From an optimization exercise on the open Yosys and OpenROAD flow, aimed at small area; shortcuts taken in it are not production practice. In this exercise RTL edits were held to simulation tests only and were not proved equivalent to the original. Power is estimated from default activity; no workload was simulated.

$ cat standard.sh
#!/bin/bash
# synth_recipe.tcl (not shown) runs the flow's synth.tcl, then flattens the netlist and writes it again
# the make line also repeats each setting of config.mk as NAME=value (left out here)
make -C /OpenROAD-flow-scripts/flow DESIGN_CONFIG=/design/flow/config.mk WORK_HOME=/design/flow/orfs CLKGATE_MAP_FILE= SYNTH_SCRIPT=/design/flow/synth_recipe.tcl "${@:-finish}"
$ cat constraint.sdc
create_clock -name core_clock -period 100.0 [get_ports {clk}]
set_input_delay 20.0000 -clock core_clock [delete_from_list [all_inputs] [get_ports {clk}]]
set_output_delay 20.0000 -clock core_clock [all_outputs]
set_load 0.01 [all_outputs]
$ cat flow/run.sh
#!/bin/bash
# Standard layout with two changes: ports are buffered with the smallest
# buffer, and clock tree synthesis uses small buffers without dummy loads.
set -euo pipefail
export BUFFER_PORTS_ARGS="-buffer_cell sky130_fd_sc_hd__buf_1"
export CTS_ARGS="-sink_clustering_enable -repair_clock_nets -dont_use_dummy_load -buf_list sky130_fd_sc_hd__clkbuf_16 -sink_clustering_size 28 -sink_clustering_max_diameter 80"
bash standard.sh > run_standard.log 2>&1
$ cat design.v
module updc_voice (
    input      [4:0]  q,
    input             s,
    input      [1:0]  mode,
    output     [11:0] sample
);
    reg [10:0] mag;
    always @(*) begin
        case (q)
            5'd0: mag = 11'd0;
            5'd1: mag = 11'd129;
            5'd2: mag = 11'd257;
            5'd3: mag = 11'd384;
            5'd4: mag = 11'd509;
            5'd5: mag = 11'd633;
            5'd6: mag = 11'd754;
            5'd7: mag = 11'd872;
            5'd8: mag = 11'd986;
            5'd9: mag = 11'd1097;
            5'd10: mag = 11'd1203;
            5'd11: mag = 11'd1305;
            5'd12: mag = 11'd1401;
            5'd13: mag = 11'd1492;
            5'd14: mag = 11'd1577;
            5'd15: mag = 11'd1656;
            5'd16: mag = 11'd1728;
            5'd17: mag = 11'd1794;
            5'd18: mag = 11'd1852;
            5'd19: mag = 11'd1903;
            5'd20: mag = 11'd1947;
            5'd21: mag = 11'd1983;
            5'd22: mag = 11'd2011;
            5'd23: mag = 11'd2031;
            5'd24: mag = 11'd2043;
            5'd25: mag = 11'd2047;
            default: mag = 11'd0;
        endcase
    end
    wire [10:0] m = mode[1] ? {1'b0, mag[10:1]} : mag;
    reg [11:0] off;
    reg        seen;
    integer    i;
    always @(*) begin
        seen = 1'b0;
        for (i = 0; i < 12; i = i + 1) begin
            off[i] = (i < 11 ? m[i] : 1'b0) ^ (s & seen);
            seen   = seen | (i < 11 ? m[i] : 1'b0);
        end
    end
    assign sample = (mode == 2'd0) ? 12'd2048 : {~off[11], off[10:0]};
endmodule
module updc (
    input             clk,
    input             rst,
    input             echo,
    input             btn1,
    input             btn2,
    input             adc_done,
    input      [11:0] adc_data,
    input             bus_en,
    input             bus_we,
    input      [7:0]  bus_addr,
    input      [31:0] bus_wdata,
    output            trig,
    output     [11:0] dac_out,
    output reg        dac_we,
    output            led1,
    output            led2,
    output            irq,
    output reg [31:0] bus_rdata
);
    localparam [14:0] IDLE_TICKS = 15'd30000;
    localparam [2:0] R_IDLE = 3'd0, R_TRIG_LOW = 3'd1, R_TRIG_HIGH = 3'd2,
                     R_WAIT_STALE = 3'd3, R_WAIT_RISE = 3'd4, R_COUNT = 3'd5,
                     R_CONVERT = 3'd6;
    localparam [3:0] SILENCE = 4'd8;
    reg        rng_done, rng_tmo, syn_done, seq_start, seq_done, vol_upd;
    reg        err_cmd, err_busy, err_lock;
    reg [8:0]  irq_en;
    reg [31:0] tmo;
    reg [31:0] dist_q;
    reg [31:0] pwcnt;
    reg [2:0]  rng_st;
    reg [31:0] rcnt;         
    reg [31:0] dacc;         
    reg [3:0]  drem;         
    reg        dsat;         
    reg        tmo_en;
    reg [31:0] tmo_left;
    reg        adc_pend;
    reg [11:0] adc_q;
    reg [11:0] adc_raw;
    reg        vol_ok;
    reg        firing;
    reg        mel_on;       
    reg [14:0] idle_cnt;     
    reg [3:0]  snap_note;
    reg [1:0]  snap_oct;
    reg [3:0]  cur_note;
    reg [1:0]  cur_oct;
    reg        btn1_q, btn2_q;
    reg        fa, fdiv;
    reg [16:0] fx;           
    reg [7:0]  frem;         
    reg        fs, fup;      
    reg [4:0]  fq;
    reg [9:0]  fw;
    reg        ma, mdiv;
    reg [1:0]  mrep;
    reg        ms, mup;
    reg [4:0]  mq;
    reg        lw;           
    reg [1:0]  dmode;        
    function [31:0] inc32(input [31:0] a, input cin);
        integer i; reg c;
        begin c = cin; for (i = 0; i < 32; i = i + 1) begin inc32[i] = a[i] ^ c; c = c & a[i]; end end
    endfunction
    function [31:0] dec32(input [31:0] a);
        integer i; reg b;
        begin b = 1'b1; for (i = 0; i < 32; i = i + 1) begin dec32[i] = a[i] ^ b; b = b & ~a[i]; end end
    endfunction
    function [14:0] dec15(input [14:0] a, input bin);
        integer i; reg b;
        begin b = bin; for (i = 0; i < 15; i = i + 1) begin dec15[i] = a[i] ^ b; b = b & ~a[i]; end end
    endfunction
    function [9:0] dec10(input [9:0] a, input bin);
        integer i; reg b;
        begin b = bin; for (i = 0; i < 10; i = i + 1) begin dec10[i] = a[i] ^ b; b = b & ~a[i]; end end
    endfunction
    function [3:0] inc4(input [3:0] a);
        integer i; reg c;
        begin c = 1'b1; for (i = 0; i < 4; i = i + 1) begin inc4[i] = a[i] ^ c; c = c & a[i]; end end
    endfunction
    function [6:0] step_pos(input s, input up, input [4:0] q);
        integer i; reg c;
        reg [4:0] qn;
        begin
            c = 1'b1;
            for (i = 0; i < 5; i = i + 1) begin qn[i] = q[i] ^ c; c = c & (q[i] ^ ~up); end
            if (up)
                step_pos = {s, !(q == 5'd24), qn};
            else if (q == 5'd0)
                step_pos = {1'b1, 1'b1, 5'd1};
            else if (s && (q == 5'd1))
                step_pos = {1'b0, 1'b1, 5'd0};
            else
                step_pos = {s, 1'b0, qn};
        end
    endfunction
    function [32:0] add32s(input [31:0] a, input [6:0] b);
        integer i; reg c, bi;
        begin
            c = 1'b0;
            for (i = 0; i < 32; i = i + 1) begin
                bi = (i < 7) ? b[i] : 1'b0;
                add32s[i] = a[i] ^ bi ^ c;
                c = (a[i] & bi) | (c & (a[i] ^ bi));
            end
            add32s[32] = c;
        end
    endfunction
    function [8:0] sub8(input [7:0] a, input [7:0] b, input bin);
        integer i; reg w;
        begin
            w = bin;
            for (i = 0; i < 8; i = i + 1) begin
                sub8[i] = a[i] ^ b[i] ^ w;
                w = (~a[i] & b[i]) | (w & ~(a[i] ^ b[i]));
            end
            sub8[8] = w;
        end
    endfunction
    function [17:0] sub17(input [16:0] a, input [1:0] b, input bin);
        integer i; reg w, bi;
        begin
            w = bin;
            for (i = 0; i < 17; i = i + 1) begin
                bi = (i < 2) ? b[i] : 1'b0;
                sub17[i] = a[i] ^ bi ^ w;
                w = (~a[i] & bi) | (w & ~(a[i] ^ bi));
            end
            sub17[17] = w;
        end
    endfunction
    function lt16(input [15:0] a, input [15:0] b);
        integer i; reg l;
        begin
            l = 1'b0;
            for (i = 0; i < 16; i = i + 1) l = (~a[i] & b[i]) | (~(a[i] ^ b[i]) & l);
            lt16 = l;
        end
    endfunction
    wire [5:0] slot      = bus_addr[7:2];
    wire       wr        = bus_en && bus_we;
    wire       wr_cmd    = wr && (slot == 6'h00);
    wire       wr_status = wr && (slot == 6'h01);
    wire       wr_irq_en = wr && (slot == 6'h02);
    wire       wr_tmo    = wr && (slot == 6'h03);
    wire [3:0]  op      = bus_wdata[3:0];
    wire [3:0]  c_note  = bus_wdata[7:4];
    wire [1:0]  c_oct   = bus_wdata[9:8];
    wire [15:0] c_dur   = bus_wdata[31:16];
    wire hi_zero = (bus_wdata[31:4] == 28'd0);
    wire illegal = (op == 4'h2) ? ((bus_wdata[15:10] != 6'd0) || (c_note > 4'd8) || (c_oct == 2'd3))
                 : !(((op == 4'h0) || (op == 4'h1) || (op == 4'h3)) && hi_zero);
    wire cmd_ok      = wr_cmd && !illegal;
    wire cmd_measure = cmd_ok && (op == 4'h1);
    wire cmd_play    = cmd_ok && (op == 4'h2);
    wire cmd_rearm   = cmd_ok && (op == 4'h3);
    wire rng_idle    = (rng_st == R_IDLE);
    wire measure_go  = cmd_measure && rng_idle;
    wire play_go     = cmd_play && !firing && !fa;
    wire rearm_go    = cmd_rearm && !firing;
    wire set_err_cmd  = wr_cmd && illegal;
    wire set_err_lock = (cmd_play || cmd_rearm) && firing;
    wire set_err_busy = (cmd_measure && !rng_idle) || (cmd_play && !firing && fa);
    wire [1:0] vlevel = !vol_ok ? 2'd0 : lt16({4'd0, adc_raw}, 16'd500) ? 2'd1 :
                        lt16({4'd0, adc_raw}, 16'd3501) ? 2'd2 : 2'd0;
    wire [16:0] play_x = c_oct[1] ? {c_dur, 1'b0} : {1'b0, c_dur};
    wire        x_le3  = (play_x[16:2] == 15'd0);
    wire        x_le2  = x_le3 && !(play_x[1] && play_x[0]);
    wire        x_le1  = (play_x[16:1] == 16'd0);
    wire        reps0  = (c_note[2:0] <= 3'd2) ? x_le3 :
                         (c_note[2:0] == 3'd7) ? x_le1 : x_le2;
    wire play_silent = (c_note == SILENCE) || (c_oct == 2'd0) ||
                       (vlevel == 2'd0) || reps0;
    wire fv_load     = play_go && !play_silent;
    wire       mel_last = mel_on && (cur_note == 4'd7);      
    wire [3:0] mel_idx  = mel_on ? inc4(cur_note) : 4'd0;
    wire expire     = !firing && !rearm_go && (idle_cnt[14:1] == 14'd0);
    wire mel_next   = firing && !ma && !mel_last;
    wire mel_exit   = firing && !ma && mel_last;
    wire mv_load    = mel_next && (vlevel != 2'd0);
    reg [9:0] per_m1;
    always @(*) begin
        case ({cur_oct[1], cur_note[2:0]})
            4'd0: per_m1 = 10'd611;
            4'd1: per_m1 = 10'd544;
            4'd2: per_m1 = 10'd484;
            4'd3: per_m1 = 10'd457;
            4'd4: per_m1 = 10'd407;
            4'd5: per_m1 = 10'd363;
            4'd6: per_m1 = 10'd323;
            4'd7: per_m1 = 10'd305;
            4'd8: per_m1 = 10'd305;
            4'd9: per_m1 = 10'd271;
            4'd10: per_m1 = 10'd241;
            4'd11: per_m1 = 10'd228;
            4'd12: per_m1 = 10'd203;
            4'd13: per_m1 = 10'd181;
            4'd14: per_m1 = 10'd161;
            default: per_m1 = 10'd152;
        endcase
    end
    reg [1:0] c1;
    reg [7:0] c0;
    always @(*) begin
        case (cur_note[2:0])
            3'd0: begin c1 = 2'd3; c0 = 8'd132; end
            3'd1: begin c1 = 2'd3; c0 = 8'd65;  end
            3'd2: begin c1 = 2'd3; c0 = 8'd5;   end
            3'd3: begin c1 = 2'd2; c0 = 8'd138; end
            3'd4: begin c1 = 2'd2; c0 = 8'd88;  end
            3'd5: begin c1 = 2'd2; c0 = 8'd44;  end
            3'd6: begin c1 = 2'd2; c0 = 8'd4;   end
            default: begin c1 = 2'd1; c0 = 8'd146; end
        endcase
    end
    wire       f_step  = fa && !firing;
    wire       fw_zero = (fw == 10'd0);
    wire       f_slot  = f_step && fw_zero;
    wire [8:0] rem_d   = sub8(frem, c0, 1'b0);
    wire       rem_b   = rem_d[8];
    wire [17:0] fx_d   = sub17(fx, c1, rem_b);
    wire       f_nz    = !fx_d[17];           
    wire       fv_we   = f_slot && f_nz;
    wire       fv_done = f_slot && !f_nz;
    wire       f_wrap  = fs && !fup && (fq == 5'd2);    
    wire       mw_zero = (idle_cnt[9:0] == 10'd0);
    wire       m_slot  = ma && mw_zero;
    wire       mv_we   = m_slot && (mrep != 2'd0);
    wire       m_done  = m_slot && (mrep == 2'd0);
    wire       m_wrap  = ms && !mup && (mq == 5'd2);
    wire st_trig_hi  = (rng_st == R_TRIG_HIGH);
    wire st_wait_st  = (rng_st == R_WAIT_STALE);
    wire st_wait_ri  = (rng_st == R_WAIT_RISE);
    wire st_count    = (rng_st == R_COUNT);
    wire convert     = (rng_st == R_CONVERT);
    wire in_trig     = (rng_st == R_TRIG_LOW) || st_trig_hi;
    wire in_echo_phase = st_wait_st || st_wait_ri || st_count;
    wire trig_end    = st_trig_hi && (rcnt[7:0] == 8'd191);
    wire tmo_fire    = in_echo_phase && tmo_en && !(st_count && !echo) &&
                       (tmo_left == 32'd1);
    wire rcnt_max    = &rcnt;
    wire cnt_step    = (st_wait_ri || st_count) && echo && !rcnt_max;
    wire rcnt_clr    = rng_idle || st_wait_st || trig_end;
    wire dacc_clr    = !(st_wait_ri || st_count || convert);
    wire        q_step   = (rcnt[1:0] == 2'd3);       
    wire        r9       = (drem == 4'd9);
    wire [6:0]  d_inc    = !cnt_step ? 7'd0 : q_step ? (r9 ? 7'd79 : 7'd78) : 7'd77;
    wire [32:0] dacc_sum = add32s(dacc, d_inc);
    always @(posedge clk) begin
        adc_q    <= adc_data;
        tmo_left <= trig_end ? tmo : dec32(tmo_left);
        if (trig_end) tmo_en <= (tmo != 32'd0);
        rcnt <= rcnt_clr ? 32'd0 : inc32(rcnt, in_trig || cnt_step);
        dacc <= dacc_clr ? 32'd0 : dacc_sum[31:0];
        dsat <= !dacc_clr && (dsat || dacc_sum[32]);
        if (dacc_clr)
            drem <= 4'd0;
        else if (cnt_step && q_step)
            drem <= r9 ? 4'd0 : inc4(drem);
        if (fv_load) begin
            fdiv <= (vlevel == 2'd2);
            fx   <= play_x;
            frem <= 8'd0;
        end else if (fv_we && f_wrap) begin
            fx   <= fx_d[16:0];
            frem <= rem_b ? sub8(rem_d[7:0], 8'd96, 1'b0) : rem_d[7:0];
        end
        if (mv_load) begin
            mdiv <= (vlevel == 2'd2);
            mrep <= (mel_on && (cur_note == 4'd6)) ? 2'd2 : 2'd1;    
        end else if (mv_we && m_wrap) begin
            mrep <= {mrep[1] & mrep[0], ~mrep[0]};
        end
        if (fv_we)
            lw <= 1'b0;
        else if (mv_we)
            lw <= 1'b1;
    end
    always @(posedge clk) begin
        if (rst) begin
            rng_done  <= 1'b0; rng_tmo  <= 1'b0; syn_done <= 1'b0;
            seq_start <= 1'b0; seq_done <= 1'b0; vol_upd  <= 1'b0;
            err_cmd   <= 1'b0; err_busy <= 1'b0; err_lock <= 1'b0;
            irq_en    <= 9'd0;
            tmo       <= 32'd0;
            dist_q    <= 32'd0;
            pwcnt     <= 32'd0;
            rng_st    <= R_IDLE;
            adc_pend  <= 1'b0;
            adc_raw   <= 12'd0;
            vol_ok    <= 1'b0;
            firing    <= 1'b0;
            mel_on    <= 1'b0;
            idle_cnt  <= IDLE_TICKS;
            snap_note <= SILENCE;
            snap_oct  <= 2'd0;
            cur_note  <= SILENCE;
            cur_oct   <= 2'd0;
            btn1_q    <= 1'b0;
            btn2_q    <= 1'b0;
            fa        <= 1'b0;
            fs        <= 1'b1; fup <= 1'b0; fq <= 5'd1;
            fw        <= 10'd0;
            ma        <= 1'b0;
            ms        <= 1'b1; mup <= 1'b0; mq <= 5'd1;
            dmode     <= 2'd0;
            dac_we    <= 1'b0;
        end else begin
            rng_done  <= (convert || tmo_fire) || (rng_done  && !(wr_status && bus_wdata[4]));
            rng_tmo   <= tmo_fire              || (rng_tmo   && !(wr_status && bus_wdata[5]));
            syn_done  <= (play_go && play_silent) || fv_done ||
                                                  (syn_done  && !(wr_status && bus_wdata[6]));
            seq_start <= expire                || (seq_start && !(wr_status && bus_wdata[7]));
            seq_done  <= mel_exit              || (seq_done  && !(wr_status && bus_wdata[8]));
            vol_upd   <= adc_pend              || (vol_upd   && !(wr_status && bus_wdata[9]));
            err_cmd   <= set_err_cmd           || (err_cmd   && !(wr_status && bus_wdata[10]));
            err_busy  <= set_err_busy          || (err_busy  && !(wr_status && bus_wdata[11]));
            err_lock  <= set_err_lock          || (err_lock  && !(wr_status && bus_wdata[12]));
            if (wr_irq_en) irq_en <= bus_wdata[12:4];
            if (wr_tmo)    tmo    <= bus_wdata;
            case (rng_st)
                R_IDLE:       if (measure_go) rng_st <= R_TRIG_LOW;
                R_TRIG_LOW:   if (rcnt[4:0] == 5'd31) rng_st <= R_TRIG_HIGH;
                R_TRIG_HIGH:  if (trig_end) rng_st <= R_WAIT_STALE;
                R_WAIT_STALE, R_WAIT_RISE, R_COUNT: begin
                    if (tmo_fire) begin
                        rng_st <= R_IDLE;
                        dist_q <= 32'hFFFFFFFF;
                        pwcnt  <= rcnt;
                    end else if (st_wait_st) begin
                        if (!echo) rng_st <= R_WAIT_RISE;
                    end else if (st_wait_ri) begin
                        if (echo) rng_st <= R_COUNT;
                    end else begin
                        if (!echo) rng_st <= R_CONVERT;
                    end
                end
                R_CONVERT: begin
                    dist_q <= dacc | {32{dsat}};
                    pwcnt  <= rcnt;
                    rng_st <= R_IDLE;
                end
                default: rng_st <= R_IDLE;
            endcase
            adc_pend <= adc_done;
            if (adc_pend) begin
                adc_raw <= adc_q;
                vol_ok  <= 1'b1;
            end
            btn1_q  <= btn1;
            btn2_q  <= btn2;
            if (play_go) begin
                cur_note <= c_note;
                cur_oct  <= c_oct;
            end
            idle_cnt <= (rearm_go || mel_exit) ? IDLE_TICKS :
                        mv_we ? {5'd0, per_m1} :
                        dec15(idle_cnt, !firing || (ma && !mw_zero));
            if (expire) begin
                firing  <= 1'b1;
                if (play_go) begin
                    snap_note <= c_note;
                    snap_oct  <= c_oct;
                end else begin
                    snap_note <= cur_note;
                    snap_oct  <= cur_oct;
                end
                cur_oct <= 2'd1;
            end else if (mel_next) begin
                cur_note <= mel_idx;
                mel_on   <= 1'b1;
            end else if (mel_exit) begin
                cur_note <= snap_note;
                cur_oct  <= snap_oct;
                firing   <= 1'b0;
                mel_on   <= 1'b0;
            end
            if (fv_load)      fa <= 1'b1;
            else if (fv_done) fa <= 1'b0;
            if (fv_we) {fs, fup, fq} <= step_pos(fs, fup, fq);
            fw <= fv_we ? per_m1 : dec10(fw, f_step && !fw_zero);
            if (mv_load)     ma <= 1'b1;
            else if (m_done) ma <= 1'b0;
            if (mv_we) {ms, mup, mq} <= step_pos(ms, mup, mq);
            if (fv_we)
                dmode <= {fdiv, !fdiv};
            else if (mv_we)
                dmode <= {mdiv, !mdiv};
            dac_we <= fv_we || mv_we;
        end
    end
    updc_voice u_dac (
        .q(lw ? mq : fq), .s(lw ? ms : fs), .mode(dmode), .sample(dac_out)
    );
    wire [8:0] sticky = {err_lock, err_busy, err_cmd, vol_upd, seq_done,
                         seq_start, syn_done, rng_tmo, rng_done};
    wire [1:0] oct_sel = {!btn1_q && btn2_q, btn1_q && !btn2_q};
    assign trig = st_trig_hi;
    assign led1 = oct_sel[0];
    assign led2 = oct_sel[1];
    assign irq  = |(sticky & irq_en);
    wire [15:0] dcm = dist_q[31:16];
    reg  [3:0]  mnote;
    always @(*) begin
        if (lt16(dcm, 16'd10) || !lt16(dcm, 16'd50)) mnote = SILENCE;
        else if (lt16(dcm, 16'd15)) mnote = 4'd7;
        else if (lt16(dcm, 16'd20)) mnote = 4'd6;
        else if (lt16(dcm, 16'd25)) mnote = 4'd5;
        else if (lt16(dcm, 16'd30)) mnote = 4'd4;
        else if (lt16(dcm, 16'd35)) mnote = 4'd3;
        else if (lt16(dcm, 16'd40)) mnote = 4'd2;
        else if (lt16(dcm, 16'd45)) mnote = 4'd1;
        else mnote = 4'd0;
    end
    wire rd = bus_en && !bus_we && !rst;
    wire [15:0] sel;
    genvar gi;
    generate
        for (gi = 0; gi < 16; gi = gi + 1) begin : g_sel
            assign sel[gi] = rd && (bus_addr[7:6] == 2'd0) && (bus_addr[5:2] == gi);
        end
    endgenerate
    always @(*) begin
        bus_rdata = ({32{sel[1]}}  & {19'd0, sticky, 1'b0, firing, fa, !rng_idle}) |
                    ({32{sel[2]}}  & {19'd0, irq_en, 4'd0}) |
                    ({32{sel[3]}}  & tmo) |
                    ({32{sel[4]}}  & dist_q) |
                    ({32{sel[5]}}  & pwcnt) |
                    ({32{sel[6]}}  & {28'd0, mnote}) |
                    ({32{sel[7]}}  & {13'd0, adc_pend, vlevel, 4'd0, adc_raw}) |
                    ({32{sel[8]}}  & {26'd0, cur_oct, cur_note}) |
                    ({32{sel[9]}}  & {28'd0, btn2_q, btn1_q, oct_sel}) |
                    ({32{sel[10] && !firing}} & {17'd0, idle_cnt}) |
                    ({32{sel[11]}} & {20'd0, ma, firing, snap_oct, snap_note, mel_idx}) |
                    ({32{sel[12]}} & {15'd0, dac_we, 4'd0, dac_out});
    end
endmodule
$ cat config.mk
export PLATFORM = sky130hd
export DESIGN_NAME = updc
export DESIGN_NICKNAME = updc
export VERILOG_FILES = /design/flow/design.v
export SDC_FILE = /design/flow/constraint.sdc
export NUM_CORES = 4
export LEC_CHECK = 0
export ABC_AREA = 1
export CAP_MARGIN = 20
export CORE_MARGIN = 2
export CORE_UTILIZATION = 65
export PLACE_DENSITY = 0.8
export SLEW_MARGIN = 20
==> results of run 1 <==
-- flip-flops by register name (all words and copies together), names as in the netlist, 8 cells and up --
signal    cells
fw           10
adc_q        12
rcnt         32
fx           17
adc_raw      12
pwcnt        32
irq_en        9
dist_q       32
dacc         32
tmo          32
idle_cnt     15
frem          8
tmo_left     32
-- cells in the mapped netlist, drive strengths merged (3+ instances only) --
cell,n,area share [%]
nand2,413,9.0
inv,378,8.1
dfxtp,313,36
nor2,276,6.0
o21ai,233,6.8
ha,143,10
a21oi,107,3.1
nand3,83,2.4
clkbuf,71,1.5
nand4,44,1.6
o221ai,41,2.1
nor3,30,0.89
edfxtp,22,3.8
o211ai,21,0.90
nor4,20,0.80
buf,19,0.62
fa,13,1.5
a221oi,12,0.60
or2,11,0.39
o21bai,9,0.39
o22ai,9,0.32
xnor2,9,0.45
o2111ai,7,0.35
a31oi,6,0.22
o21a,6,0.26
a2111oi,5,0.25
clkinv,5,0.11
xor2,5,0.25
a211oi,3,0.13
-- power groups by stage --
stage	logic (mW)	registers (mW)	clock network [mW]
after detailed placement	0.0290	0.146	0
after floorplan	0.0204	0.144	0
after CTS	0.0292	0.143	0.0714
after global routing	0.0336	0.143	0.0758
after global placement	0.0281	0.145	0
final	0.0299	0.143	0.0710
-- cells in the final DEF, fill, tap and decap left out, drive strengths merged, types with 2 or more instances in the layout --
cell and instances:
a2111oi 5, a211oi 3, a21boi 2, a21oi 107, a221oi 12, a31oi 6, buf 118, clkbuf 16
clkinv 6, dfxtp 313, edfxtp 22, fa 13, ha 143, inv 377, mux2 2, nand2 413
nand2b 2, nand3 83, nand4 44, nor2 276, nor3 30, nor4 20, o2111ai 7, o211ai 21
o21a 6, o21ai 233, o21bai 9, o221ai 41, o22ai 9, o32ai 2, or2 11, or3 2
or4 2, xnor2 9, xor2 5
-- final timing paths --
check,from,endpoint,slack [ns],cells past startpoint
worst max-delay path,rst,bus_rdata[4],55.27,12
worst max register to register,cur_note[2]$_SDFF_PP0_,fx[0]$_DFFE_PP_,90.65,38
worst min-delay path,irq_en[5]$_SDFFE_PP0P_,irq_en[5]$_SDFFE_PP0P_,0.47,2
worst min register to register,irq_en[5]$_SDFFE_PP0P_,irq_en[5]$_SDFFE_PP0P_,0.47,2
-- kinds of logic (layout without fill, tap and decap cells) --
| group | after synthesis | count (layout) | synth area share [%] |
|---|---|---|---|
| simple gates | 885 | 885 | 21.5 |
| buf+inv | 473 | 517 | 10.4 |
| compound gates | 469 | 469 | 15.8 |
| flops | 335 | 335 | 39.7 |
| fa+ha+maj | 156 | 156 | 11.8 |
| xor+xnor | 14 | 14 | 0.703 |
| mux | 3 | 3 | 0.187 |
| other cells | 0 | 1 | 0 |
-- worst reg2reg max path: cells and delay by family, from the launching register on --
kind | cells | cell delay [ns]
buffers and inverters | 8 | 1.75
AO/OA/AOI/OAI | 1 | 0.28
adder cells (fa/ha/maj) | 25 | 5.42
flip-flops | 1 | 0.63
AND/OR/NAND/NOR | 4 | 0.92
-- final cells by class --
| cell class | instances | area (µm²) | area share (%) |
|---|---|---|---|
| antenna | 1 | 2.50 | 0.0136 |
| tap | 335 | 419 | 2.28 |
| inverter | 383 | 1440 | 7.82 |
| clock buffer | 16 | 400 | 2.17 |
| sequential | 335 | 6930 | 37.6 |
| multi-input combinational | 1527 | 8740 | 47.4 |
| timing repair buffer | 118 | 488 | 2.65 |
-- through the flow --
step	hold slack, ns	std cells	setup WS, ns	power, mW	area [µm²]
after floorplan	0.428	2335	58.28	0.165	17400
after global placement	0.447	2698	55.34	0.174	18000
after detailed placement	0.448	2698	55.34	0.175	18000
after CTS	0.466	2714	55.33	0.243	18400
after global routing	0.503	2715	55.09	0.253	18400
final	0.474	2715	55.27	0.244	18400
-- metal layers --
metal | wire [µm] | vias up | part of all wire [%] | GRT usage (%)
met2 | 21300 | 763 | 43 | 54.2
met4 | 1960 | 0 | 3.9 | 12.4
met5 | 0 | - | 0 | 0
met3 | 5180 | 113 | 10 | 7.76
met1 | 21500 | 7423 | 43 | 49.3
li1 | - | 7737 | - | -
==> summary.md, run 1 <==
| Metric | Value |
|---|---|
| Ratio of cells with drive above 1 in the final layout | `3.32%` |
| Syn. warnings | `2` |
| Vias in the first global route | `15.0k` |
| Die area | `28200 µm²` |
| Logic pwr share | `12.3%` |
| Int Power | `0.176 mW` |
| Reg clk slew, reported paths | `0.08 ns` |
| I/O pin total | `109` |
| Area delta synth->final | `5.57%` |
| Lkg Pwr | `8.94 nW` |
| Switching share of total power | `27.6%` |
| GRT overflow | `0` |
| Rel. slew slack | `27.9%` |
| EDFF count, synth | `22` |
| CTS tree | `built` |
| RSZ-0062 raised after global routing | `no` |
| CP Cell Sequence | `buf_1 > buf_4 > clkinv_2 > nand3_1 > inv_1 > nand3_1 > inv_1 > nand2_1 > o211ai_1 > a2111oi_1 > o21ai_0 > buf_1` |
| Peak supply drop | `0.0000141 V` |
| Initial antenna violation count | `2` |
| Buffers on Ports | `106` |
| Syn Std Cell Area | `17400 µm²` |
| WL/cell | `18.4 µm` |
| Min-delay worst type | `reg -> reg` |
| Max Root-Sink Buffers | `3` |
| Clk latency of the worst-skew pair | `0.52 ns` |
| Clk_skew | `0.0320 ns` |
| Mapped Cells | `2335` |
| Max Slew Vio Count | `0` |
| Std-Cell Core Area | `26200 µm²` |
| Req. time, crit path | `80.00 ns` |
| Crit. End Element | `output port` |
| # hold bufs at CTS | `0` |
| # resized after CTS | `0` |
| Synth Net Count | `2551` |
| Row Count | `59` |
| Final hold viol count | `0` |
| #FFs+latches synth | `335` |
| First-pass GRT wire length | `78700 µm` |
| Setup Fix Bufs, Post-CTS | `0` |
| Crit path max-delay family | `buffers and inverters` |
| Tcrit/Tclk final | `44.7%` |
| # setup viols final | `0` |
| Routed WL | `49900 µm` |
| Inserted Clock Buffers | `16` |
| Largest net degree at the start of global routing | `87` |
| Netlist cell types | `57` |
| DIE WIDTH | `168 µm` |
| H-tree depth | `1` |
| CTS Sinks | `335` |
| PwrDens | `13.2 nW/µm²` |
| CP Class | `in -> out` |
| Total Nets Final | `2597` |
| Clock network fraction of design power | `29.1%` |
| Sequential area share after synthesis | `39.7%` |
| Sw Pwr | `0.0673 mW` |
| Status | `complete, no violations` |
| Post-synthesis area per instance | `7.47 µm²` |
| Startpoint Class | `input pin` |
| Crit path max fanout | `58` |
| DP HPWL | `37900 µm` |
| Bufs and invs on worst path | `6` |
| Die Height | `168 µm` |
| # fillers | `2317` |
| Vias | `16.0k` |
| Prevailing post-synth register cell | `dfxtp_1` |
| Slew @ Worst Pin | `1.08 ns` |
| Worst Path Arrival | `24.73 ns` |
| Max cap viols | `0` |
| First-pass detailed-route iteration total | `8` |
| Async S/R FF share, synth | `0%` |
| Cell with the largest stage delay on the worst path | `a2111oi_1` |
| CP peak stage delay | `0.80 ns` |
| Routed Antenna Nets | `0` |
| First DRT Iteration DRCs | `1742` |
| Setup TNS | `0 ns` |
| Finished Core Util | `70.3%` |
| Initial Util | `66.5%` |
| Fmax | `22.4 MHz` |
| Vias per cell | `5.91` |
| Root buffer cell | `clkbuf_16` |
| Placer Congestion | `1.05` |
| Tmin final | `44.73 ns` |
| GRT Overall Usage | `35.3%` |
| Flop pwr share | `58.6%` |
| # DRC | `0` |
==> run 2: changes to the inputs <==
--- a/design.v
+++ b/design.v
@@ -102,4 +102,4 @@
     reg        fa, fdiv;
-    reg [16:0] fx;           
-    reg [7:0]  frem;         
+    reg [16:0] fxn;          
+    reg [7:0]  fremn;        
     reg        fs, fup;      
@@ -161,2 +161,25 @@
     endfunction
+    function [8:0] add8(input [7:0] a, input [7:0] b, input cin);
+        integer i; reg c;
+        begin
+            c = cin;
+            for (i = 0; i < 8; i = i + 1) begin
+                add8[i] = a[i] ^ b[i] ^ c;
+                c = (a[i] & b[i]) | (c & (a[i] ^ b[i]));
+            end
+            add8[8] = c;
+        end
+    endfunction
+    function [17:0] add17(input [16:0] a, input [1:0] b, input cin);
+        integer i; reg c, bi;
+        begin
+            c = cin;
+            for (i = 0; i < 17; i = i + 1) begin
+                bi = (i < 2) ? b[i] : 1'b0;
+                add17[i] = a[i] ^ bi ^ c;
+                c = (a[i] & bi) | (c & (a[i] ^ bi));
+            end
+            add17[17] = c;
+        end
+    endfunction
     function [8:0] sub8(input [7:0] a, input [7:0] b, input bin);
@@ -271,5 +294,5 @@
     wire       f_slot  = f_step && fw_zero;
-    wire [8:0] rem_d   = sub8(frem, c0, 1'b0);
+    wire [8:0] rem_d   = add8(fremn, c0, 1'b0);
     wire       rem_b   = rem_d[8];
-    wire [17:0] fx_d   = sub17(fx, c1, rem_b);
+    wire [17:0] fx_d   = add17(fxn, c1, rem_b);
     wire       f_nz    = !fx_d[17];           
@@ -314,7 +337,7 @@
             fdiv <= (vlevel == 2'd2);
-            fx   <= play_x;
-            frem <= 8'd0;
+            fxn   <= ~play_x;
+            fremn <= 8'hFF;
         end else if (fv_we && f_wrap) begin
-            fx   <= fx_d[16:0];
-            frem <= rem_b ? sub8(rem_d[7:0], 8'd96, 1'b0) : rem_d[7:0];
+            fxn   <= fx_d[16:0];
+            fremn <= rem_b ? add8(rem_d[7:0], 8'd96, 1'b0) : rem_d[7:0];
         end
--- a/flow/run.sh
+++ b/flow/run.sh
@@ -1,4 +1,5 @@
 #!/bin/bash
-# Standard layout with two changes: ports are buffered with the smallest
-# buffer, and clock tree synthesis uses small buffers without dummy loads.
+# The standard layout (standard.sh, unchanged synthesis) with two changes:
+# ports are buffered with the smallest buffer (buf_1), and clock tree synthesis
+# clusters more flip-flops per clkbuf_16 and inserts no dummy loads.
 set -euo pipefail
==> run 2 against run 1 <==
  * Core utilization barely moved
  * Still clean on timing, DRC and antenna
  * Critical path type unchanged
  * Register-to-register slack improved by 0.12 ns
  * Setup slack improved by 0.74 ns
  * Sequential cell count did not move
  * Total power rose by 0.82%
  * Sequential share of layout area barely moved
  * Clock power rose by 3.4%
  * Global-route usage fell by 1.0 points
  * Hold slack got worse by 0.0031 ns
  * Count of clock-buffer cells in the layout rose by 1
  * Critical path depth did not move
==> summary.md, run 2 <==
| Metric | Value |
|---|---|
| Status | `complete, no violations` |
| First DRT Iteration DRCs | `1458` |
| Clock network fraction of design power | `29.9%` |
| I/O pin total | `109` |
| Post-route insts no fill | `2670` |
| Max Slew Vio Count | `0` |
| CP Class | `in -> out` |
| Tcrit/Tclk final | `44.0%` |
| Area delta synth->final | `5.71%` |
| Max Root-Sink Buffers | `3` |
| Dpl cell area | `18000 µm²` |
| Slew @ Worst Pin | `1.14 ns` |
| Synth area leaders | `dfxtp_1 (36%), ha_1 (10%), nand2_1 (8.7%)` |
| EDFF count, synth | `22` |
| CTS tree | `built` |
| Placer Congestion | `0.991` |
| # hold bufs at CTS | `0` |
| Clk_skew | `0.0401 ns` |
| Syn Std Cell Area | `17400 µm²` |
| Lkg Pwr | `8.88 nW` |
| Fmax | `22.7 MHz` |
| Max cap viols | `0` |
| Initial antenna violation count | `2` |
| # setup viols final | `0` |
| DP HPWL | `36200 µm` |
| Req. time, crit path | `80.00 ns` |
| Startpoint Class | `input pin` |
| Ratio of cells with drive above 1 in the final layout | `3.43%` |
| Tmin final | `43.99 ns` |
| Die area | `28100 µm²` |
| Initial Util | `66.5%` |
| CTS Sinks | `335` |
| Finished Core Util | `70.3%` |
| Top cell type's share of synthesized area | `36.0%` |
| RSZ-0062 raised after global routing | `no` |
| DIE WIDTH | `168 µm` |
| Most frequent cells in the layout | `nand2_1 (401), inv_1 (357), dfxtp_1 (313)` |
| Prevailing post-synth register cell | `dfxtp_1` |
| Most common cell after layout, fill and taps aside | `nand2_1` |
| Root buffer cell | `clkbuf_16` |
| Worst Path Arrival | `23.99 ns` |
| Total Nets Final | `2554` |
| Post-synth top area cell | `dfxtp_1` |
| Most common cell in the synthesized netlist | `nand2_1` |
| Setup TNS | `0 ns` |
| Die Height | `168 µm` |
| Buffers on Ports | `106` |
| Crit path max fanout | `60` |
| GRT Overall Usage | `34.3%` |
| Rel. slew slack | `23.8%` |
| Crit. End Element | `output port` |
| Peak supply drop | `0.0000157 V` |
| Mapped Cells | `2288` |
| # fillers | `2199` |
| Routed WL | `48500 µm` |
| # resized after CTS | `0` |
| Ant. Diodes | `0` |
| List of most frequent post-synthesis cells | `nand2_1 (402), inv_1 (357), dfxtp_1 (313)` |
| Logic pwr share | `11.9%` |
| Vias in the first global route | `14.9k` |
| Routed Antenna Nets | `0` |
| #FFs+latches synth | `335` |
| Inserted Clock Buffers | `17` |
| Register area | `6930 µm²` |
| Async S/R FF share, synth | `0%` |
| GRT overflow | `0` |
| Fin area | `18400 µm²` |
| Std-Cell Core Area | `26200 µm²` |
| Synth Net Count | `2505` |
| Sequential area share after synthesis | `39.8%` |
| First-pass GRT wire length | `77400 µm` |
| Setup Fix Bufs, Post-CTS | `0` |
| Min-delay worst type | `reg -> reg` |
| Flop pwr share | `58.2%` |
| H-tree depth | `1` |
| PwrDens | `13.3 nW/µm²` |
| Inst Count DP | `2652` |
| Syn. warnings | `2` |
| Netlist cell types | `66` |
| Total power | `0.246 mW` |
| Row Count | `59` |
| Multi-input gate area in the final layout | `8770 µm²` |
| # DRC | `0` |
| Vias | `15.8k` |
| Reg clk slew, reported paths | `0.10 ns` |
| WL/cell | `18.2 µm` |
| Post-synthesis area per instance | `7.61 µm²` |
| Switching share of total power | `27.5%` |
| Final hold viol count | `0` |
| First-pass detailed-route iteration total | `5` |
| Int Power | `0.178 mW` |
| Sw Pwr | `0.0676 mW` |
| Clk latency of the worst-skew pair | `0.53 ns` |
| Largest net degree at the start of global routing | `103` |
| Vias per cell | `5.92` |
[run 2: cell types whose count changed after synthesis, moves of 12 or more]
cell,delta
nor2_1,-17
inv_1,-13
a211oi_1,+30
nor3_1,+12
o21ai_0,-16
a21oi_1,-32
[run 2: power groups by stage]
stage                     combinational (mW)  sequential, mW  clock, mW
after global routing                  0.0326           0.143     0.0778
after detailed placement              0.0283           0.146          0
final                                 0.0293           0.143     0.0734
after global placement                0.0275           0.146          0
after CTS                             0.0285           0.143     0.0738
after floorplan                       0.0198           0.144          0
[run 2: kinds of logic (layout without fill, tap and decap cells)]
group / after synthesis / count (layout) / share of synthesized area [%]
buffers and inverters: 453 / 500 / 10.1
xor gates and xnor gates: 15 / 15 / 0.754
adders and majority gates: 157 / 157 / 11.8
and+or+nand+nor: 879 / 879 / 21.8
DFF: 335 / 335 / 39.8
muxes: 2 / 2 / 0.115
AOI/OAI and AO/OA: 447 / 447 / 15.7
[run 2: worst max-delay path, cell delays in order]
cell and delay, ns:
clkbuf_2 0.08, buf_4 0.56, inv_2 0.24, nand3_1 0.36
nor2_1 0.22, nand2_1 0.49, inv_1 0.48, nand2_1 0.24
nand4_1 0.12, a2111oi_0 0.87, nand2_1 0.12, buf_1 0.16
[run 2: layer usage]
metal	wire length, µm	vias to the layer above	share of wire, %	GRT usage (%)
li1	-	7658	-	-
met1	20200	7382	42	45.0
met2	22500	644	46	57.5
met3	3570	128	7.3	4.16
met4	2250	4	4.6	14.7
met5	22	-	0.045	0
[run 2: worst paths after layout]
kind | depth (start not counted) | startpoint | slack [ns] | to
worst min register to register | 2 | adc_q[4]$_DFF_P_ | 0.47 | adc_raw[4]$_SDFFE_PP0P_
worst max register to register | 36 | cur_note[2]$_SDFF_PP0_ | 90.77 | fxn[0]$_DFFE_PP_
worst min-delay path | 2 | adc_q[4]$_DFF_P_ | 0.47 | adc_raw[4]$_SDFFE_PP0P_
worst max-delay path | 12 | rst | 56.01 | bus_rdata[8]
[run 2: final cells by class]
type                            instances  area share, %
Clock buffer                           17           2.31
Timing Repair Buffer                  117           2.72
Tap cell                              335           2.28
Inverter                              366           7.47
Multi-Input combinational cell       1500           47.6
Sequential cell                       335           37.6
[run 2: through the flow]
| stage | hold slack, ns | setup WS, ns |
|---|---|---|
| global route | 0.501 | 55.83 |
| CTS | 0.473 | 56.14 |
| floorplan | 0.431 | 58.41 |
| detailed placement | 0.447 | 56.15 |
| finish | 0.471 | 56.01 |
| global placement | 0.450 | 56.14 |
==> run 3: changes to the inputs <==
--- a/config.mk
+++ b/config.mk
@@ -10,4 +10,4 @@
 export CORE_MARGIN = 2
-export CORE_UTILIZATION = 65
-export PLACE_DENSITY = 0.8
+export CORE_UTILIZATION = 75
+export PLACE_DENSITY = 0.9
 export SLEW_MARGIN = 20
==> run 3 against run 2 <==
  * Critical endpoint unchanged
  * Still clean
  * Maximum frequency is 0.87% higher
  * Non-clock buffer count is 3 lower
  * Final cell count decreased by 2.0%
  * Largest cell class unchanged
  * Sequential power about the same
  * Die area is 13% lower
  * Total power decreased by 0.90%
==> summary.md, run 3 <==
| Metric | Value |
|---|---|
| Top cell type's share of synthesized area | `36.0%` |
| # setup viols final | `0` |
| Syn. warnings | `2` |
| Netlist cell types | `66` |
| Post-synthesis area per instance | `7.61 µm²` |
| Fmax | `22.9 MHz` |
| Total Nets Final | `2550` |
| CTS tree | `built` |
| Clk_skew | `0.0838 ns` |
| Finished Core Util | `80.6%` |
| First DRT Iteration DRCs | `1594` |
| Hold slack | `0.470 ns` |
| Worst hold path endpoint | `adc_raw[0]$_SDFFE_PP0P_` |
| Setup Fix Bufs, Post-CTS | `0` |
| Placer Congestion | `1.02` |
| Reg clk slew, reported paths | `0.07 ns` |
| Cell with the largest stage delay on the worst path | `a2111oi_0` |
| Inserted Clock Buffers | `16` |
| DP HPWL | `36100 µm` |
| Mapped Cells | `2288` |
| Vias | `16.2k` |
| # resized after CTS | `0` |
| Inst Count DP | `2599` |
| # hold bufs at CTS | `0` |
| First-pass detailed-route iteration total | `6` |
| Sequential area share after synthesis | `39.8%` |
| H-tree depth | `1` |
| Min-delay worst type | `reg -> reg` |
| Most common cell after layout, fill and taps aside | `nand2_1` |
| GRT overflow | `0` |
| Root buffer cell | `clkbuf_16` |
| Hold path depth | `2` |
| Max Slew Vio Count | `0` |
| Die Height | `156 µm` |
| EDFF count, synth | `22` |
| Most common cell in the synthesized netlist | `nand2_1` |
| Routed Antenna Nets | `0` |
| I/O pin total | `109` |
| Post-synth top area cell | `dfxtp_1` |
| Status | `complete, no violations` |
| CP Cell Sequence | `clkbuf_2 > buf_4 > inv_2 > nand3_1 > nor2_1 > nand2_1 > inv_1 > nand2_1 > nand4_1 > a2111oi_0 > nand2_1 > buf_1` |
| FF-to-FF setup slack | `90.03 ns` |
| Ant. Diodes | `0` |
| Slew @ Worst Pin | `1.17 ns` |
| Ratio of cells with drive above 1 in the final layout | `3.30%` |
| #FFs+latches synth | `335` |
| Routed WL | `48800 µm` |
| Prevailing post-synth register cell | `dfxtp_1` |
| Synth area leaders | `dfxtp_1 (36%), ha_1 (10%), nand2_1 (8.7%)` |
| GRT met3 Usage | `5.79%` |
| Synth Net Count | `2505` |
| Buffers on Ports | `106` |
| Initial antenna violation count | `0` |
| CP peak stage delay | `0.69 ns` |
| Std-Cell Core Area | `22700 µm²` |
| Syn Std Cell Area | `17400 µm²` |
| Crit. End Element | `output port` |
| GRT Overall Usage | `39.8%` |
| GR peak layer | `met2` |
| Die area | `24500 µm²` |
| Clk latency of the worst-skew pair | `0.54 ns` |
| RR Startpoint | `cur_note[0]$_SDFF_PP0_` |
| # fillers | `1660` |
| Post-route insts no fill | `2616` |
| Area delta synth->final | `5.11%` |
| Max cap viols | `0` |
| Max Root-Sink Buffers | `3` |
| WL/cell | `18.6 µm` |
| Multi-input gate area in the final layout | `8770 µm²` |
| Req. time, crit path | `80.00 ns` |
| # DRC | `0` |
| Lkg Pwr | `8.86 nW` |
| PwrDens | `13.3 nW/µm²` |
| Peak supply drop | `0.0000206 V` |
| Register area | `6930 µm²` |
| Crit path max fanout | `60` |
| CP Class | `in -> out` |
| Cells on worst reg2reg path | `36` |
| RSZ-0062 raised after global routing | `no` |
| Rel. slew slack | `21.3%` |
| DIE WIDTH | `156 µm` |
| Startpoint Class | `input pin` |
| Min-delay src | `adc_q[0]$_DFF_P_` |
| Tmin final | `43.61 ns` |
| Tcrit/Tclk final | `43.6%` |
| GR Util met1 | `49.8%` |
| CTS Sinks | `335` |
| First-pass GRT wire length | `77300 µm` |
| Setup TNS | `0 ns` |
| Initial Util | `76.7%` |
| List of most frequent post-synthesis cells | `nand2_1 (402), inv_1 (357), dfxtp_1 (313)` |
| Vias per cell | `6.19` |
| FF-to-FF End | `fxn[8]$_DFFE_PP_` |
| Async S/R FF share, synth | `0%` |
| Final hold viol count | `0` |
| Most frequent cells in the layout | `nand2_1 (401), inv_1 (356), dfxtp_1 (313)` |
| Most frequent CP cell | `nand2_1` |
| Largest net degree at the start of global routing | `105` |
| Met2 Use GR | `66.0%` |
| Worst Path Arrival | `23.61 ns` |
| Row Count | `55` |
| Vias in the first global route | `15.5k` |
run 3: power breakdown:
part           total, mW  leakage, nW  switching (mW)  internal, mW
clock             0.0708        0.197          0.0419        0.0289
sequential         0.143         2.73         0.00368         0.139
combinational     0.0297         5.93          0.0216       0.00805
run 3: logic make-up (layout without fill, tap and decap cells):
family | Yosys count | after routing | synth area share [%]
mux | 2 | 2 | 0.115
xor+xnor | 15 | 15 | 0.754
buf+inv | 453 | 496 | 10.1
flops | 335 | 335 | 39.8
compound gates | 447 | 447 | 15.7
fa+ha+maj | 157 | 157 | 11.8
simple gates | 879 | 879 | 21.8
run 3: worst max-delay path: cells and delay by family:
kind	cells	cell delay, ns
buffers and inverters	5	1.45
and+or+nand+nor	6	1.40
AOI/OAI and AO/OA	1	0.69
run 3: layout make-up:
| type | instances | share of cell area, % |
|---|---|---|
| Timing Repair Buffer | 114 | 2.62 |
| Inverter | 366 | 7.52 |
| Tap cell | 285 | 1.95 |
| Clock buffer | 16 | 2.19 |
| Sequential cell | 335 | 37.8 |
| Multi-Input combinational cell | 1500 | 47.9 |
run 3: stage by stage:
step                area [µm²]  setup WS [ns]  power, mW
global placement         17900          56.51      0.173
detailed placement       17900          56.53      0.174
floorplan                17400          58.41      0.164
CTS                      18300          56.51      0.242
global route             18300          56.14      0.251
finish                   18300          56.39      0.243
run 3: metal layers:
layer	part of all wire, %	up-vias	routed length [µm]
met5	0	-	0
met4	6.0	0	2930
met3	8.9	192	4330
met2	46	848	22700
met1	39	7490	18800
li1	-	7666	-
run 3: how the worst max path moves through the flow:
stage	from	to	slack (ns)
after floorplan	rst	bus_rdata[3]	58.41
after global placement	rst	bus_rdata[8]	56.51
after detailed placement	rst	bus_rdata[8]	56.53
after CTS	rst	bus_rdata[8]	56.51
after global routing	rst	bus_rdata[8]	56.14
final	rst	bus_rdata[8]	56.39
==> run 4: changes to the inputs <==
--- a/flow/run.sh
+++ b/flow/run.sh
@@ -6,3 +6,3 @@
 export BUFFER_PORTS_ARGS="-buffer_cell sky130_fd_sc_hd__buf_1"
-export CTS_ARGS="-sink_clustering_enable -repair_clock_nets -dont_use_dummy_load -buf_list sky130_fd_sc_hd__clkbuf_16 -sink_clustering_size 28 -sink_clustering_max_diameter 80"
+export CTS_ARGS="-sink_clustering_enable -repair_clock_nets -dont_use_dummy_load -buf_list sky130_fd_sc_hd__clkbuf_16 -sink_clustering_size 32 -sink_clustering_max_diameter 100"
 bash standard.sh > run_standard.log 2>&1
--- a/config.mk
+++ b/config.mk
@@ -10,4 +10,4 @@
 export CORE_MARGIN = 2
-export CORE_UTILIZATION = 75
-export PLACE_DENSITY = 0.9
+export CORE_UTILIZATION = 65
+export PLACE_DENSITY = 0.8
 export SLEW_MARGIN = 20
==> run 4 against run 3 <==
  * Global-route usage decreased by 5.9 points
  * Critical endpoint unchanged
  * Combinational power decreased by 2%
  * Clock skew decreased by 0.059 ns
  * Clock power decreased by 6.8%
  * Highest routed layer is now met5
  * Hold slack got worse by 0.0022 ns
  * Critical path type unchanged
  * Core utilization decreased by 11 points
  * Setup slack got worse by 0.35 ns
==> summary.md, run 4 <==
| Metric | Value |
|---|---|
| Status | `complete, no violations` |
| Slew @ Worst Pin | `1.15 ns` |
| Root buffer cell | `clkbuf_16` |
| CTS Sinks | `335` |
| Vias in the first global route | `14.8k` |
| Lkg Pwr | `8.85 nW` |
| Most frequent CP cell | `nand2_1` |
| Mux cell area share after synthesis | `0.115%` |
| Routed WL | `47900 µm` |
| DIE WIDTH | `168 µm` |
| First DRT Iteration DRCs | `1635` |
| List of most frequent post-synthesis cells | `nand2_1 (402), inv_1 (357), dfxtp_1 (313)` |
| Ant. Diodes | `0` |
| Die area | `28100 µm²` |
| # resized after CTS | `0` |
| GRT overflow | `0` |
| Post-synthesis xor/xnor area fraction | `0.754%` |
| Placer Congestion | `0.991` |
| First-pass detailed-route iteration total | `6` |
| Crit path max fanout | `60` |
| Sequential area share after synthesis | `39.8%` |
| Reg clk slew, reported paths | `0.12 ns` |
| Initial antenna violation count | `2` |
| Routed Antenna Nets | `0` |
| Syn. warnings | `2` |
| Crit. End Element | `output port` |
| DP HPWL | `36200 µm` |
| Setup TNS | `0 ns` |
| Inserted Clock Buffers | `14` |
| Ratio of cells with drive above 1 in the final layout | `3.30%` |
| Async S/R FF share, synth | `0%` |
| Synth Net Count | `2505` |
| Worst Path Arrival | `23.96 ns` |
| GRT Overall Usage | `33.9%` |
| Startpoint Class | `input pin` |
| Tcrit/Tclk final | `44.0%` |
| Max cap viols | `0` |
| Largest net degree at the start of global routing | `103` |
| Netlist cell types | `66` |
| CP peak stage delay | `0.82 ns` |
| EDFF count, synth | `22` |
| Clk_skew | `0.0246 ns` |
| CP Cell Sequence | `clkbuf_2 > buf_4 > inv_2 > nand3_1 > nor2_1 > nand2_1 > inv_1 > nand2_1 > nand4_1 > a2111oi_0 > nand2_1 > buf_1` |
| Compound-Gate Fraction of Synth Area | `15.7%` |
| Vias per cell | `5.92` |
| Std-Cell Core Area | `26200 µm²` |
| # fillers | `2213` |
| Synth area leaders | `dfxtp_1 (36%), ha_1 (10%), nand2_1 (8.7%)` |
| Area share of fa/ha/maj cells after synthesis | `11.8%` |
| Vias | `15.8k` |
| Rel. slew slack | `23.0%` |
| Area delta synth->final | `5.28%` |
| Setup Fix Bufs, Post-CTS | `0` |
| Largest family of logic cells by synthesized area | `simple AND/OR/NAND/NOR gates` |
| Row Count | `59` |
| Cell with the largest stage delay on the worst path | `a2111oi_0` |
| WL/cell | `18.0 µm` |
| Tmin final | `43.96 ns` |
| Max Root-Sink Buffers | `3` |
| RSZ-0062 raised after global routing | `no` |
| Post-synthesis area per instance | `7.61 µm²` |
| PwrDens | `13.0 nW/µm²` |
| Peak supply drop | `0.0000157 V` |
| Mapped Cells | `2288` |
| Min-delay worst type | `reg -> reg` |
| # setup viols final | `0` |
| Prevailing post-synth register cell | `dfxtp_1` |
| Post-Synth Simple-Gate Area | `21.8%` |
| Most common cell in the synthesized netlist | `nand2_1` |
| Top cell type's share of synthesized area | `36.0%` |
| Req. time, crit path | `80.00 ns` |
| # DRC | `0` |
| Clk latency of the worst-skew pair | `0.52 ns` |
| Initial Util | `66.5%` |
| I/O pin total | `109` |
| Die Height | `168 µm` |
| Fmax | `22.7 MHz` |
| Hold slack | `0.468 ns` |
| CTS tree | `built` |
| Syn Std Cell Area | `17400 µm²` |
| Max Slew Vio Count | `0` |
| Buffers on Ports | `106` |
| Most frequent cells in the layout | `nand2_1 (401), inv_1 (357), dfxtp_1 (313)` |
| Final hold viol count | `0` |
| Most common cell after layout, fill and taps aside | `nand2_1` |
| First-pass GRT wire length | `76500 µm` |
| Post-synth top area cell | `dfxtp_1` |
| Total power | `0.238 mW` |
| H-tree depth | `1` |
| Dpl cell area | `18000 µm²` |
| Total Nets Final | `2551` |
| Fin area | `18300 µm²` |
| #FFs+latches synth | `335` |
| # hold bufs at CTS | `0` |
| CP Class | `in -> out` |
run 4: area by class of cell:
class / instances / area [µm²] / area share [%]
Timing Repair Buffer: 117 / 502 / 2.74
Sequential cell: 335 / 6930 / 37.8
Multi-Input combinational cell: 1500 / 8770 / 47.8
Inverter: 366 / 1380 / 7.50
Clock buffer: 14 / 350 / 1.91
Tap cell: 335 / 419 / 2.29
run 4: per-stage QoR:
step,utilization (%),cells,setup WS [ns]
2_1_floorplan,-,2288,58.41
3_3_place_gp,68.5,2652,56.14
3_5_place_dp,68.5,2652,56.15
4_1_cts,69.8,2666,56.13
5_1_grt,70.0,2667,55.83
6_report,70.0,2667,56.04
run 4: worst max-delay path, delay by kind of cell:
| kind | cells | cell delay (ns) |
|---|---|---|
| and+or+nand+nor | 6 | 1.55 |
| buffers and inverters | 5 | 1.54 |
| AOI/OAI and AO/OA | 1 | 0.82 |
run 4: worst paths after layout:
path | startpoint | to | slack, ns | depth (start not counted)
setup / recovery | rst | bus_rdata[8] | 56.04 | 12
hold / removal | adc_q[4]$_DFF_P_ | adc_raw[4]$_SDFFE_PP0P_ | 0.47 | 2
setup reg to reg | cur_note[2]$_SDFF_PP0_ | fxn[15]$_DFFE_PP_ | 90.84 | 36
hold reg to reg | adc_q[4]$_DFF_P_ | adc_raw[4]$_SDFFE_PP0P_ | 0.47 | 2
run 4: metal layers:
layer  routed length, µm  track usage (%)
met2               22200             56.8
met5                  25                0
met4                2160             13.9
met1               20100             45.0
met3                3500             3.57
run 4: kinds of logic after synthesis:
group,count (synthesis)
mux,2
fa+ha+maj,157
buf+inv,453
simple gates,879
xor+xnor,15
flops,335
compound gates,447
run 4: report_power, final:
group | leakage (nW) | total (mW) | switching, mW | internal (mW)
clock | 0.173 | 0.0660 | 0.0405 | 0.0256
sequential | 2.73 | 0.143 | 0.00362 | 0.139
combinational | 5.94 | 0.0291 | 0.0210 | 0.00811

-- afterwards: timing with drivers on the ports --
In the flow no input, the clock included, has a driving cell. The finished layouts below were timed again as built, in two steps.
Step 1: set_driving_cell puts a clkbuf_16 on clk and a buf_2 on each other input, an assumption about the parent block.
Step 2 also shifts input and output timing later by t, the mid clock arrival at the registers, as if the neighbouring blocks saw the same clock.
Three values: ideal ports, drivers, drivers and shift; two values: the first two.
run	shift t [ns]	slack for setup (ns)	hold WS [ns]	worst setup path after step 2	worst register clock-pin slew, ns
run 1	0.552	55.271 / 55.247 / 55.247	0.474 / 0.474 / 0.474	input to output	0.11 / 0.11
run 2	0.562	56.011 / 55.988 / 55.988	0.471 / 0.471 / 0.471	input to output	0.11 / 0.11
run 3	0.549	56.389 / 56.364 / 56.364	0.470 / 0.470 / 0.470	input to output	0.11 / 0.11
run 4	0.554	56.043 / 56.019 / 56.019	0.468 / 0.468 / 0.468	input to output	0.12 / 0.12
After both steps every run listed still meets setup and hold. For run 3, which loses most, drivers alone change the setup slack by -0.025 ns; drivers and shift together by -0.025 ns.
